Background: an optimization exercise with open tools, aiming at small area, a short achievable clock period and few clock cycles. Do not read the settings as production practice.
Where RTL was checked, it was by simulation tests only, not by an equivalence proof against the original.
Power is estimated from default activity; no workload was simulated.

==> inputs of run M <==
==> flow/design.v (excerpt) <==
module h1_parser (
    input  wire        clk,
    input  wire        rst,
    input  wire        cmd_valid,
    output wire        cmd_ready,
    input  wire [15:0] cmd_len,
    input  wire [31:0] cmd_seed,
    input  wire [2:0]  cmd_crc_len,
    input  wire        din_valid,
    output wire        din_ready,
    input  wire [31:0] din_data,
    output wire        rsp_valid,
    input  wire        rsp_ready,
    output wire [2:0]  rsp_status,
    output wire [2:0]  rsp_kind,
    output wire [31:0] rsp_w0,
    output wire [31:0] rsp_w1,
    output wire [31:0] rsp_w2,
    output wire [31:0] rsp_w3,
    output wire [15:0] rsp_h,
    output wire [7:0]  rsp_b0,
    output wire [7:0]  rsp_b1
);
make LEC_CHECK=0 CAP_MARGIN=20 CORE_MARGIN=2 CORE_UTILIZATION=40 PLACE_DENSITY=0.6 SLEW_MARGIN=20 finish   # period 5.5 ns
run.sh (not shown) runs the stock make flow with config.mk's settings and CLKGATE_MAP_FILE= SYNTH_SCRIPT=/design/flow/synth_recipe.tcl, a recipe that flattens the netlist after the stock synthesis.
==> run C: changes against run M <==
--- a/flow/design.v
+++ b/flow/design.v
@@ -61,16 +61,18 @@
     localparam [2:0] ST_OK = 3'd0, ST_UNKNOWN = 3'd1, ST_TRUNCATED = 3'd2,
                      ST_CRC = 3'd3, ST_TRAILING = 3'd4, ST_MALFORMED = 3'd5;
     localparam [2:0] K_SREQ = 3'd0, K_SREP = 3'd1, K_PING = 3'd2, K_OOO = 3'd3,
                      K_ACK = 3'd4, K_DATA = 3'd5, K_FRAG = 3'd6, K_MULTI = 3'd7;
     localparam [1:0] M_PFX = 2'd0, M_OPC = 2'd1, M_L4 = 2'd2, M_L4B = 2'd3;
     reg         hv;          
     reg  [31:0] H;           
     reg  [23:0] Q;           
+    reg         sv;          
+    reg  [31:0] S;           
     reg         active;      
     reg         endst;       
     reg         zl;          
     reg  [13:0] jb;          
     reg  [13:0] lbi;         
     reg         lastb;       
     reg  [5:0]  bi;          
     reg  [4:0]  lsm;         
@@ -78,16 +80,18 @@
     reg  [2:0]  cl;          
     reg  [1:0]  pp;          
     reg  [1:0]  uu;          
     reg         tonly;       
     reg         applied;     
     reg         need_q;      
     reg  [31:0] r;           
     reg         rv;
+    reg         fin;         
+    reg  [2:0]  o_status, o_kind_q;
     reg  [2:0]  kind;
     reg  [2:0]  st_early;    
     reg         crc_bad;
     reg  [2:0]  st_body;     
     reg  [31:0] w0, w1, w2, w3;
     reg  [15:0] hh;
     reg  [7:0]  bb0, bb1;
     reg         wen;
@@ -157,17 +161,17 @@
     wire [2:0]  o_early = (!lbig && (lsm < 5'd2))          ? ST_TRUNCATED :
                           !o_cls[3]                         ? ST_UNKNOWN :
                           (!lbig && ({1'b0, lsm} < o_need)) ? ST_TRUNCATED : ST_OK;
     wire        o_trail = ((o_kind == K_SREP) && (lbig || (lsm > 5'd22))) ||
                           ((o_kind == K_PING) && (lbig || (lsm > 5'd2))) ||
                           (((o_kind == K_OOO) || (o_kind == K_ACK)) &&
                            (lbig || ({1'b0, lsm} > {3'd0, o_n} + 6'd4)));
     wire        is_sreq0 = (o_kind == K_SREQ) && o_cls[3];
-    wire        need_now = bi[0] ? (o_bear && (cl != 3'd0)) : need_q;
+    wire        need_now = bi[0] ? (cl != 3'd0) : need_q;
     wire [31:0] t4;
     h1_crc8 u_t4 (.x(r), .y(t4));
     reg  [31:0] chunk;
     always @(*) begin
         case (pp)
             2'd0: chunk = {wb[6], wb[5], wb[4], wb[3]};
             2'd1: chunk = {wb[5], wb[4], wb[3], wb[2]};
             2'd2: chunk = {wb[4], wb[3], wb[2], wb[1]};
@@ -216,20 +220,25 @@
     wire        ent    = k_dir || k_opc;
     wire [2:0]  w_err  = (m_pfx && d_le2) ? (s0_ff ? ST_MALFORMED : ST_TRUNCATED) :
                          (k_long && d_lt7) ? ST_MALFORMED : ST_OK;
     wire [1:0]  wm_n   = k_dir ? M_PFX :
                          (m_pfx && !l16_ff) ? M_OPC :
                          m_pfx ? M_L4 :
                          (wm == M_L4) ? M_L4B :
                          (wm == M_L4B) ? M_OPC : M_PFX;
-    wire [15:0] tsel = k_dir ? {8'd0, s0} : k_3 ? 16'd2 : k_opc ? lsq[15:0] : 16'd0;
-    wire        tci  = !k_opc;
-    wire [18:0] v_add  = addc(v, {2'b00, tsel}, tci);
-    wire [18:0] dd_sub = addc({2'b00, dd}, {2'b11, ~tsel}, !tci);
+    wire        k_pb   = m_pfx && !s0_ff;
+    wire [15:0] tsel   = (m_pfx || (wm == M_L4)) ? 16'd2 : k_opc ? lsq[15:0] : 16'd0;
+    wire        tci    = !k_opc;
+    wire [18:0] v_addb  = addc(v, {2'b00, tsel}, tci);
+    wire [18:0] dd_subb = addc({2'b00, dd}, {2'b11, ~tsel}, !tci);
+    wire [18:0] v_adda  = addc(v, {10'd0, s0}, 1'b1);
+    wire [18:0] dd_suba = addc({2'b00, dd}, {10'h3FF, ~s0}, 1'b0);
+    wire [17:0] v_add   = k_pb ? v_adda[17:0] : v_addb[17:0];
+    wire [15:0] dd_sub  = k_pb ? dd_suba[15:0] : dd_subb[15:0];
     wire [15:0] ent_op = k_opc ? {s0, s1} : {s1, s2};
     wire [16:0] ent_ls = k_opc ? lsq : {9'd0, s0};
     wire [18:0] s0_cmp = addc({10'd0, s0}, {10'd0, ~dd[7:0]}, 1'b1);       
     wire [18:0] ls_cmp = addc({2'b00, lsq[15:0]}, {2'b00, ~dd}, 1'b0);     
     wire        e_over = k_opc ? (lsq[16] || ls_cmp[16]) : (d_hi0 && s0_cmp[8]);
     wire [3:0]  e_cls   = classify(ent_op);
     wire [2:0]  e_kind  = e_cls[2:0];
     wire        e_short = e_over || (ent_ls[15:0] < 16'd2);
@@ -271,19 +280,20 @@
     wire [2:0] z_err = !armed ? ST_OK :
                        z_trail ? ST_TRAILING :
                        (z_end && !z_endok) ? ST_TRUNCATED : ST_OK;
     wire adv     = fb && !w_stall && !crc_stall && !freeze;
     wire w_busy  = won || (bi[0] && o_multi);
     wire comp_a  = adv && lastb && !w_busy;
     wire comp_b  = active && endst && !freeze && !(won && at_j && (v[1:0] != 2'b11));
     wire completing = comp_a || comp_b;
-    assign cmd_ready = !active || completing;
-    assign din_ready = !hv || adv;
-    wire   cmd_take  = cmd_valid && cmd_ready;
+    assign cmd_ready = !active;
+    assign din_ready = !sv;
+    wire   cmd_take  = cmd_valid && !active;
+    wire   din_fire  = din_valid && !sv;
     wire [1:0] c_p = cmd_crc_len[1:0] - cmd_len[1:0];
     reg  [31:0] r_init;
     always @(*) begin
         case (c_p)
             2'd0: r_init = 32'hFFFFFFFF ^ cmd_seed;
             2'd1: r_init = 32'hF0958FD9 ^ {cmd_seed[23:0], 8'd0};
             2'd2: r_init = 32'h9A1C9D90 ^ {cmd_seed[15:0], 16'd0};
             default: r_init = 32'hA32E2681 ^ {cmd_seed[7:0], 24'd0};
@@ -299,42 +309,50 @@
     wire [18:0] cnt_inc = addc({2'b00, w0[15:0]}, 18'd0, 1'b1);
     wire [2:0] status = (st_early != ST_OK) ? st_early : crc_bad ? ST_CRC : st_body;
     wire       ok     = (st_early == ST_OK) && !crc_bad && (st_body == ST_OK);
     wire       g_w0   = ok && (kind != K_PING) && (kind != K_OOO) && (kind != K_ACK);
     wire       g_w    = ok && ((kind == K_SREQ) || (kind == K_SREP));
     wire       g_h    = ok && (kind != K_PING) && (kind != K_MULTI);
     wire       g_b    = ok && (kind == K_SREP);
     assign rsp_valid  = rv;
-    assign rsp_status = status;
-    assign rsp_kind   = ok ? kind : 3'd0;
-    assign rsp_w0     = g_w0 ? w0 : 32'd0;
-    assign rsp_w1     = g_w ? w1 : 32'd0;
-    assign rsp_w2     = g_w ? w2 : 32'd0;
-    assign rsp_w3     = g_w ? w3 : 32'd0;
-    assign rsp_h      = g_h ? hh : 16'd0;
-    assign rsp_b0     = g_b ? bb0 : 8'd0;
-    assign rsp_b1     = g_b ? bb1 : 8'd0;
+    assign rsp_status = o_status;
+    assign rsp_kind   = o_kind_q;
+    assign rsp_w0     = w0;
+    assign rsp_w1     = w1;
+    assign rsp_w2     = w2;
+    assign rsp_w3     = w3;
+    assign rsp_h      = hh;
+    assign rsp_b0     = bb0;
+    assign rsp_b1     = bb1;
     wire [15:0] lanes01 = {H[7:0], H[15:8]};
     wire [15:0] lanes23 = {H[23:16], H[31:24]};
     wire        k_srep  = (kind == K_SREP);
     wire        k_sreq  = (kind == K_SREQ);
     always @(posedge clk) begin
         if (rst) begin
             hv      <= 1'b0;
+            sv      <= 1'b0;
+            fin     <= 1'b0;
             active  <= 1'b0;
             endst   <= 1'b0;
             rv      <= 1'b0;
             wen     <= 1'b0;
             armed   <= 1'b0;
             applied <= 1'b0;
         end else begin
-            if (din_valid && din_ready) hv <= 1'b1;
-            else if (adv)               hv <= 1'b0;
-            if (completing)            rv <= 1'b1;
+            if (adv) begin
+                hv <= sv || din_fire;
+                sv <= 1'b0;
+            end else if (din_fire) begin
+                hv <= 1'b1;
+                sv <= hv;
+            end
+            fin <= completing;
+            if (fin)                   rv <= 1'b1;
             else if (rv && rsp_ready)  rv <= 1'b0;
             if (cmd_take) begin
                 active  <= 1'b1;
                 endst   <= (cmd_len == 16'd0);
                 wen     <= 1'b0;
                 armed   <= 1'b0;
                 applied <= 1'b0;
             end else begin
@@ -348,17 +366,19 @@
                 end else begin
                     if (e_sreq && wstep) armed <= 1'b1;
                     else if (fbw && armed && (z_end || z_err != ST_OK)) armed <= 1'b0;
                 end
             end
         end
     end
     always @(posedge clk) begin
-        if (din_valid && din_ready) H <= din_data;
+        if (adv ? !sv : !hv) H <= din_data;
+        else if (adv)        H <= S;
+        if (!adv && hv && !sv) S <= din_data;
         if (cmd_take) begin
             Q     <= cmd_seed[31:8];
             r     <= r_init;
             lsm   <= cmd_len[4:0];
             lbig  <= (cmd_len[15:5] != 11'd0);
             cl    <= cmd_crc_len;
             pp    <= c_p;
             uu    <= cmd_len[1:0] - 2'd1;
@@ -376,19 +396,19 @@
                 jb    <= jb_inc[13:0];
                 lastb <= (jb_inc[13:0] == lbi);
                 bi    <= {bi[4:0], 1'b0};
             end
             if (apply) r <= t4 ^ chunk;
             if (fbw && bi[0] && o_multi)
                 v <= 18'd5;
             else if (wstep)
-                v <= v_add[17:0];
+                v <= v_add;
             if (wstep)
-                dd <= dd_sub[15:0];
+                dd <= dd_sub;
         end
         if (comp_b && zl) begin
             st_early <= ST_TRUNCATED;
             kind     <= 3'd0;
         end
         if (fbw && bi[0]) begin
             kind     <= o_kind;
             st_early <= o_early;
@@ -402,33 +422,48 @@
             st_body <= o_trail ? ST_TRAILING : ST_OK;
         else if (st_body == ST_OK) begin
             if (fbw && z_err != ST_OK)
                 st_body <= z_err;
             else if (wstep && step_err != ST_OK)
                 st_body <= step_err;
         end
         if (fbw && lastb)
-            crc_bad <= need_now && crc_mis;
+            crc_bad <= (bi[0] ? (o_bear && (cl != 3'd0)) : need_q) && crc_mis;
         if (fbw) begin
             if (bi[1]) begin
                 if (k_sreq || k_srep) w0[15:0] <= lanes01;
                 w1[31:16] <= lanes23;
             end
             if (bi[2]) begin
                 w1[15:0]  <= lanes01;
                 bb0       <= H[23:16];
                 bb1       <= H[31:24];
             end
             if (bi[2] || (bi[3] && k_srep)) w2[31:16] <= lanes23;
             if (bi[3] && k_srep)            hh        <= lanes01;
             if ((bi[3] && !k_srep) || (bi[4] && k_srep)) w2[15:0] <= lanes01;
             if ((bi[3] && !k_srep) || (bi[4] && k_srep)) w3[31:16] <= lanes23;
             if ((bi[4] && !k_srep) || (bi[5] && k_srep)) w3[15:0] <= lanes01;
         end
+        if (fin) begin
+            o_status <= status;
+            o_kind_q <= ok ? kind : 3'd0;
+            if (!g_w0) w0 <= 32'd0;
+            if (!g_w) begin
+                w1 <= 32'd0;
+                w2 <= 32'd0;
+                w3 <= 32'd0;
+            end
+            if (!g_h) hh <= 16'd0;
+            if (!g_b) begin
+                bb0 <= 8'd0;
+                bb1 <= 8'd0;
+            end
+        end
         if (wstep) begin
             wm <= wm_n;
             if (ent)
                 w0[15:0] <= cnt_inc[15:0];
             if (m_pfx && !l16_ff)
                 lsq <= {1'b0, s1, s2};
             if (wm == M_L4)
                 lsq <= {(s0 != 8'd0) || (s1 != 8'd0), s2, 8'd0};
SETUP_SLACK_MARGIN = 2.5   (was unset)
==> run G: changes against run M <==
--- a/flow/design.v
+++ b/flow/design.v
@@ -61,16 +61,18 @@
     localparam [2:0] ST_OK = 3'd0, ST_UNKNOWN = 3'd1, ST_TRUNCATED = 3'd2,
                      ST_CRC = 3'd3, ST_TRAILING = 3'd4, ST_MALFORMED = 3'd5;
     localparam [2:0] K_SREQ = 3'd0, K_SREP = 3'd1, K_PING = 3'd2, K_OOO = 3'd3,
                      K_ACK = 3'd4, K_DATA = 3'd5, K_FRAG = 3'd6, K_MULTI = 3'd7;
     localparam [1:0] M_PFX = 2'd0, M_OPC = 2'd1, M_L4 = 2'd2, M_L4B = 2'd3;
     reg         hv;          
     reg  [31:0] H;           
     reg  [23:0] Q;           
+    reg         sv;          
+    reg  [31:0] S;           
     reg         active;      
     reg         endst;       
     reg         zl;          
     reg  [13:0] jb;          
     reg  [13:0] lbi;         
     reg         lastb;       
     reg  [5:0]  bi;          
     reg  [4:0]  lsm;         
@@ -78,16 +80,18 @@
     reg  [2:0]  cl;          
     reg  [1:0]  pp;          
     reg  [1:0]  uu;          
     reg         tonly;       
     reg         applied;     
     reg         need_q;      
     reg  [31:0] r;           
     reg         rv;
+    reg         fin;         
+    reg  [2:0]  o_status, o_kind_q;
     reg  [2:0]  kind;
     reg  [2:0]  st_early;    
     reg         crc_bad;
     reg  [2:0]  st_body;     
     reg  [31:0] w0, w1, w2, w3;
     reg  [15:0] hh;
     reg  [7:0]  bb0, bb1;
     reg         wen;
@@ -157,17 +161,17 @@
     wire [2:0]  o_early = (!lbig && (lsm < 5'd2))          ? ST_TRUNCATED :
                           !o_cls[3]                         ? ST_UNKNOWN :
                           (!lbig && ({1'b0, lsm} < o_need)) ? ST_TRUNCATED : ST_OK;
     wire        o_trail = ((o_kind == K_SREP) && (lbig || (lsm > 5'd22))) ||
                           ((o_kind == K_PING) && (lbig || (lsm > 5'd2))) ||
                           (((o_kind == K_OOO) || (o_kind == K_ACK)) &&
                            (lbig || ({1'b0, lsm} > {3'd0, o_n} + 6'd4)));
     wire        is_sreq0 = (o_kind == K_SREQ) && o_cls[3];
-    wire        need_now = bi[0] ? (o_bear && (cl != 3'd0)) : need_q;
+    wire        need_now = bi[0] ? (cl != 3'd0) : need_q;
     wire [31:0] t4;
     h1_crc8 u_t4 (.x(r), .y(t4));
     reg  [31:0] chunk;
     always @(*) begin
         case (pp)
             2'd0: chunk = {wb[6], wb[5], wb[4], wb[3]};
             2'd1: chunk = {wb[5], wb[4], wb[3], wb[2]};
             2'd2: chunk = {wb[4], wb[3], wb[2], wb[1]};
@@ -216,20 +220,25 @@
     wire        ent    = k_dir || k_opc;
     wire [2:0]  w_err  = (m_pfx && d_le2) ? (s0_ff ? ST_MALFORMED : ST_TRUNCATED) :
                          (k_long && d_lt7) ? ST_MALFORMED : ST_OK;
     wire [1:0]  wm_n   = k_dir ? M_PFX :
                          (m_pfx && !l16_ff) ? M_OPC :
                          m_pfx ? M_L4 :
                          (wm == M_L4) ? M_L4B :
                          (wm == M_L4B) ? M_OPC : M_PFX;
-    wire [15:0] tsel = k_dir ? {8'd0, s0} : k_3 ? 16'd2 : k_opc ? lsq[15:0] : 16'd0;
-    wire        tci  = !k_opc;
-    wire [18:0] v_add  = addc(v, {2'b00, tsel}, tci);
-    wire [18:0] dd_sub = addc({2'b00, dd}, {2'b11, ~tsel}, !tci);
+    wire        k_pb   = m_pfx && !s0_ff;
+    wire [15:0] tsel   = (m_pfx || (wm == M_L4)) ? 16'd2 : k_opc ? lsq[15:0] : 16'd0;
+    wire        tci    = !k_opc;
+    wire [18:0] v_addb  = addc(v, {2'b00, tsel}, tci);
+    wire [18:0] dd_subb = addc({2'b00, dd}, {2'b11, ~tsel}, !tci);
+    wire [18:0] v_adda  = addc(v, {10'd0, s0}, 1'b1);
+    wire [18:0] dd_suba = addc({2'b00, dd}, {10'h3FF, ~s0}, 1'b0);
+    wire [17:0] v_add   = k_pb ? v_adda[17:0] : v_addb[17:0];
+    wire [15:0] dd_sub  = k_pb ? dd_suba[15:0] : dd_subb[15:0];
     wire [15:0] ent_op = k_opc ? {s0, s1} : {s1, s2};
     wire [16:0] ent_ls = k_opc ? lsq : {9'd0, s0};
     wire [18:0] s0_cmp = addc({10'd0, s0}, {10'd0, ~dd[7:0]}, 1'b1);       
     wire [18:0] ls_cmp = addc({2'b00, lsq[15:0]}, {2'b00, ~dd}, 1'b0);     
     wire        e_over = k_opc ? (lsq[16] || ls_cmp[16]) : (d_hi0 && s0_cmp[8]);
     wire [3:0]  e_cls   = classify(ent_op);
     wire [2:0]  e_kind  = e_cls[2:0];
     wire        e_short = e_over || (ent_ls[15:0] < 16'd2);
@@ -271,19 +280,20 @@
     wire [2:0] z_err = !armed ? ST_OK :
                        z_trail ? ST_TRAILING :
                        (z_end && !z_endok) ? ST_TRUNCATED : ST_OK;
     wire adv     = fb && !w_stall && !crc_stall && !freeze;
     wire w_busy  = won || (bi[0] && o_multi);
     wire comp_a  = adv && lastb && !w_busy;
     wire comp_b  = active && endst && !freeze && !(won && at_j && (v[1:0] != 2'b11));
     wire completing = comp_a || comp_b;
-    assign cmd_ready = !active || completing;
-    assign din_ready = !hv || adv;
-    wire   cmd_take  = cmd_valid && cmd_ready;
+    assign cmd_ready = !active;
+    assign din_ready = !sv;
+    wire   cmd_take  = cmd_valid && !active;
+    wire   din_fire  = din_valid && !sv;
     wire [1:0] c_p = cmd_crc_len[1:0] - cmd_len[1:0];
     reg  [31:0] r_init;
     always @(*) begin
         case (c_p)
             2'd0: r_init = 32'hFFFFFFFF ^ cmd_seed;
             2'd1: r_init = 32'hF0958FD9 ^ {cmd_seed[23:0], 8'd0};
             2'd2: r_init = 32'h9A1C9D90 ^ {cmd_seed[15:0], 16'd0};
             default: r_init = 32'hA32E2681 ^ {cmd_seed[7:0], 24'd0};
@@ -299,42 +309,50 @@
     wire [18:0] cnt_inc = addc({2'b00, w0[15:0]}, 18'd0, 1'b1);
     wire [2:0] status = (st_early != ST_OK) ? st_early : crc_bad ? ST_CRC : st_body;
     wire       ok     = (st_early == ST_OK) && !crc_bad && (st_body == ST_OK);
     wire       g_w0   = ok && (kind != K_PING) && (kind != K_OOO) && (kind != K_ACK);
     wire       g_w    = ok && ((kind == K_SREQ) || (kind == K_SREP));
     wire       g_h    = ok && (kind != K_PING) && (kind != K_MULTI);
     wire       g_b    = ok && (kind == K_SREP);
     assign rsp_valid  = rv;
-    assign rsp_status = status;
-    assign rsp_kind   = ok ? kind : 3'd0;
-    assign rsp_w0     = g_w0 ? w0 : 32'd0;
-    assign rsp_w1     = g_w ? w1 : 32'd0;
-    assign rsp_w2     = g_w ? w2 : 32'd0;
-    assign rsp_w3     = g_w ? w3 : 32'd0;
-    assign rsp_h      = g_h ? hh : 16'd0;
-    assign rsp_b0     = g_b ? bb0 : 8'd0;
-    assign rsp_b1     = g_b ? bb1 : 8'd0;
+    assign rsp_status = o_status;
+    assign rsp_kind   = o_kind_q;
+    assign rsp_w0     = w0;
+    assign rsp_w1     = w1;
+    assign rsp_w2     = w2;
+    assign rsp_w3     = w3;
+    assign rsp_h      = hh;
+    assign rsp_b0     = bb0;
+    assign rsp_b1     = bb1;
     wire [15:0] lanes01 = {H[7:0], H[15:8]};
     wire [15:0] lanes23 = {H[23:16], H[31:24]};
     wire        k_srep  = (kind == K_SREP);
     wire        k_sreq  = (kind == K_SREQ);
     always @(posedge clk) begin
         if (rst) begin
             hv      <= 1'b0;
+            sv      <= 1'b0;
+            fin     <= 1'b0;
             active  <= 1'b0;
             endst   <= 1'b0;
             rv      <= 1'b0;
             wen     <= 1'b0;
             armed   <= 1'b0;
             applied <= 1'b0;
         end else begin
-            if (din_valid && din_ready) hv <= 1'b1;
-            else if (adv)               hv <= 1'b0;
-            if (completing)            rv <= 1'b1;
+            if (adv) begin
+                hv <= sv || din_fire;
+                sv <= 1'b0;
+            end else if (din_fire) begin
+                hv <= 1'b1;
+                sv <= hv;
+            end
+            fin <= completing;
+            if (fin)                   rv <= 1'b1;
             else if (rv && rsp_ready)  rv <= 1'b0;
             if (cmd_take) begin
                 active  <= 1'b1;
                 endst   <= (cmd_len == 16'd0);
                 wen     <= 1'b0;
                 armed   <= 1'b0;
                 applied <= 1'b0;
             end else begin
@@ -348,17 +366,19 @@
                 end else begin
                     if (e_sreq && wstep) armed <= 1'b1;
                     else if (fbw && armed && (z_end || z_err != ST_OK)) armed <= 1'b0;
                 end
             end
         end
     end
     always @(posedge clk) begin
-        if (din_valid && din_ready) H <= din_data;
+        if (adv ? !sv : !hv) H <= din_data;
+        else if (adv)        H <= S;
+        if (!adv && hv && !sv) S <= din_data;
         if (cmd_take) begin
             Q     <= cmd_seed[31:8];
             r     <= r_init;
             lsm   <= cmd_len[4:0];
             lbig  <= (cmd_len[15:5] != 11'd0);
             cl    <= cmd_crc_len;
             pp    <= c_p;
             uu    <= cmd_len[1:0] - 2'd1;
@@ -376,19 +396,19 @@
                 jb    <= jb_inc[13:0];
                 lastb <= (jb_inc[13:0] == lbi);
                 bi    <= {bi[4:0], 1'b0};
             end
             if (apply) r <= t4 ^ chunk;
             if (fbw && bi[0] && o_multi)
                 v <= 18'd5;
             else if (wstep)
-                v <= v_add[17:0];
+                v <= v_add;
             if (wstep)
-                dd <= dd_sub[15:0];
+                dd <= dd_sub;
         end
         if (comp_b && zl) begin
             st_early <= ST_TRUNCATED;
             kind     <= 3'd0;
         end
         if (fbw && bi[0]) begin
             kind     <= o_kind;
             st_early <= o_early;
@@ -402,33 +422,48 @@
             st_body <= o_trail ? ST_TRAILING : ST_OK;
         else if (st_body == ST_OK) begin
             if (fbw && z_err != ST_OK)
                 st_body <= z_err;
             else if (wstep && step_err != ST_OK)
                 st_body <= step_err;
         end
         if (fbw && lastb)
-            crc_bad <= need_now && crc_mis;
+            crc_bad <= (bi[0] ? (o_bear && (cl != 3'd0)) : need_q) && crc_mis;
         if (fbw) begin
             if (bi[1]) begin
                 if (k_sreq || k_srep) w0[15:0] <= lanes01;
                 w1[31:16] <= lanes23;
             end
             if (bi[2]) begin
                 w1[15:0]  <= lanes01;
                 bb0       <= H[23:16];
                 bb1       <= H[31:24];
             end
             if (bi[2] || (bi[3] && k_srep)) w2[31:16] <= lanes23;
             if (bi[3] && k_srep)            hh        <= lanes01;
             if ((bi[3] && !k_srep) || (bi[4] && k_srep)) w2[15:0] <= lanes01;
             if ((bi[3] && !k_srep) || (bi[4] && k_srep)) w3[31:16] <= lanes23;
             if ((bi[4] && !k_srep) || (bi[5] && k_srep)) w3[15:0] <= lanes01;
         end
+        if (fin) begin
+            o_status <= status;
+            o_kind_q <= ok ? kind : 3'd0;
+            if (!g_w0) w0 <= 32'd0;
+            if (!g_w) begin
+                w1 <= 32'd0;
+                w2 <= 32'd0;
+                w3 <= 32'd0;
+            end
+            if (!g_h) hh <= 16'd0;
+            if (!g_b) begin
+                bb0 <= 8'd0;
+                bb1 <= 8'd0;
+            end
+        end
         if (wstep) begin
             wm <= wm_n;
             if (ent)
                 w0[15:0] <= cnt_inc[15:0];
             if (m_pfx && !l16_ff)
                 lsq <= {1'b0, s1, s2};
             if (wm == M_L4)
                 lsq <= {(s0 != 8'd0) || (s1 != 8'd0), s2, 8'd0};
==> notes <==
In sequential cell count, run G and run C do not differ. Sequential share of layout area, lowest first: run C, run G, run M. Via count: run C > run G > run M. Maximum frequency: run G is smaller than run C (about 15%). Of run M and run C, run C has the higher final area (gap about 18%, measured against run C). Cell count: run C is larger than run M (about 23%). Clock skew, lowest first: run G, run M, run C. The highest sequential power belongs to run G, the lowest to run M.
==> figures <==
quantity                                                                    run M                    run G                    run C
Hold Worst Slack                                                         479.7 ps                 450.8 ps                 450.3 ps
Seq group                                                               0.00441 W                0.00482 W                0.00465 W
Fraction of area in registers                                              32.97%                   30.83%                   26.82%
Required time at the worst-slack endpoint                                 4400 ps                  5780 ps                  5820 ps
Effective utilization at floorplan                                         40.41%                   40.24%                   40.24%
Layout area overhead                                                       19.37%                   17.49%                   35.12%
Number of standard-cell rows in the floorplan                                  95                       99                       99
Met3 WL                                                              6680 microns             9632 microns            11780 microns
Run status                                                complete, no violations  complete, no violations  complete, no violations
Crit. End Element                                                  primary output                     flop                     flop
Vias per cell                                                               5.882                    5.811                    5.911
Final core utilization                                                     48.24%                   47.28%                   54.37%
Num sequential                                                                377                      417                      417
Placement-stage worst setup slack                                        373.3 ps                 409.5 ps                 487.2 ps
Sw power                                                                0.01045 W                0.01079 W                0.01219 W
Shortest clock period the worst path allows after layout                  5151 ps                  5072 ps                  4336 ps
Count of non-CTS buffers in the layout                                        346                      345                      602
Depth of the worst register-to-register path                                   16                       17                       17
Testbench counts of run C, summed over its fixed seeds: cycles 59,858.
Testbench counts of run G, summed over its fixed seeds: cycles 59,858.
Function not checked in run M: the RTL went through the layout flow alone.

re-timing with driven ports:
How much do the figures lean on ideal ports? The routed layouts below were timed once more, with nothing changed but the port constraints.
Step 1 (the two cells are an assumption about what drives the block):
set clk [get_ports {clk}]
set_driving_cell -lib_cell sky130_fd_sc_hd__clkbuf_16 $clk
set_driving_cell -lib_cell sky130_fd_sc_hd__buf_2 [delete_from_list [all_inputs] $clk]
Step 2, shift: input delay + t, output delay - t, t = (earliest + latest rising clock arrival at the registers) / 2. This alone moves slack from input paths to output paths.
a / b / c = no drivers / after step 1 / after step 2; a / b = the first two.
| run | t, ns | setup slack, ns | clock arrival spread, ns | worst data-port slew with drivers (ns) |
|---|---|---|---|---|
| run M | 0.657 | 0.349 / 0.288 / 0.485 | 0.051 / 0.051 | 0.10 |
| run C | 0.666 | 1.164 / 1.164 / 1.164 | 0.073 / 0.073 | 0.11 |
| run G | 0.684 | 0.428 / 0.428 / 0.428 | 0.040 / 0.041 | 0.13 |
After both steps setup and hold are still met in every run listed.
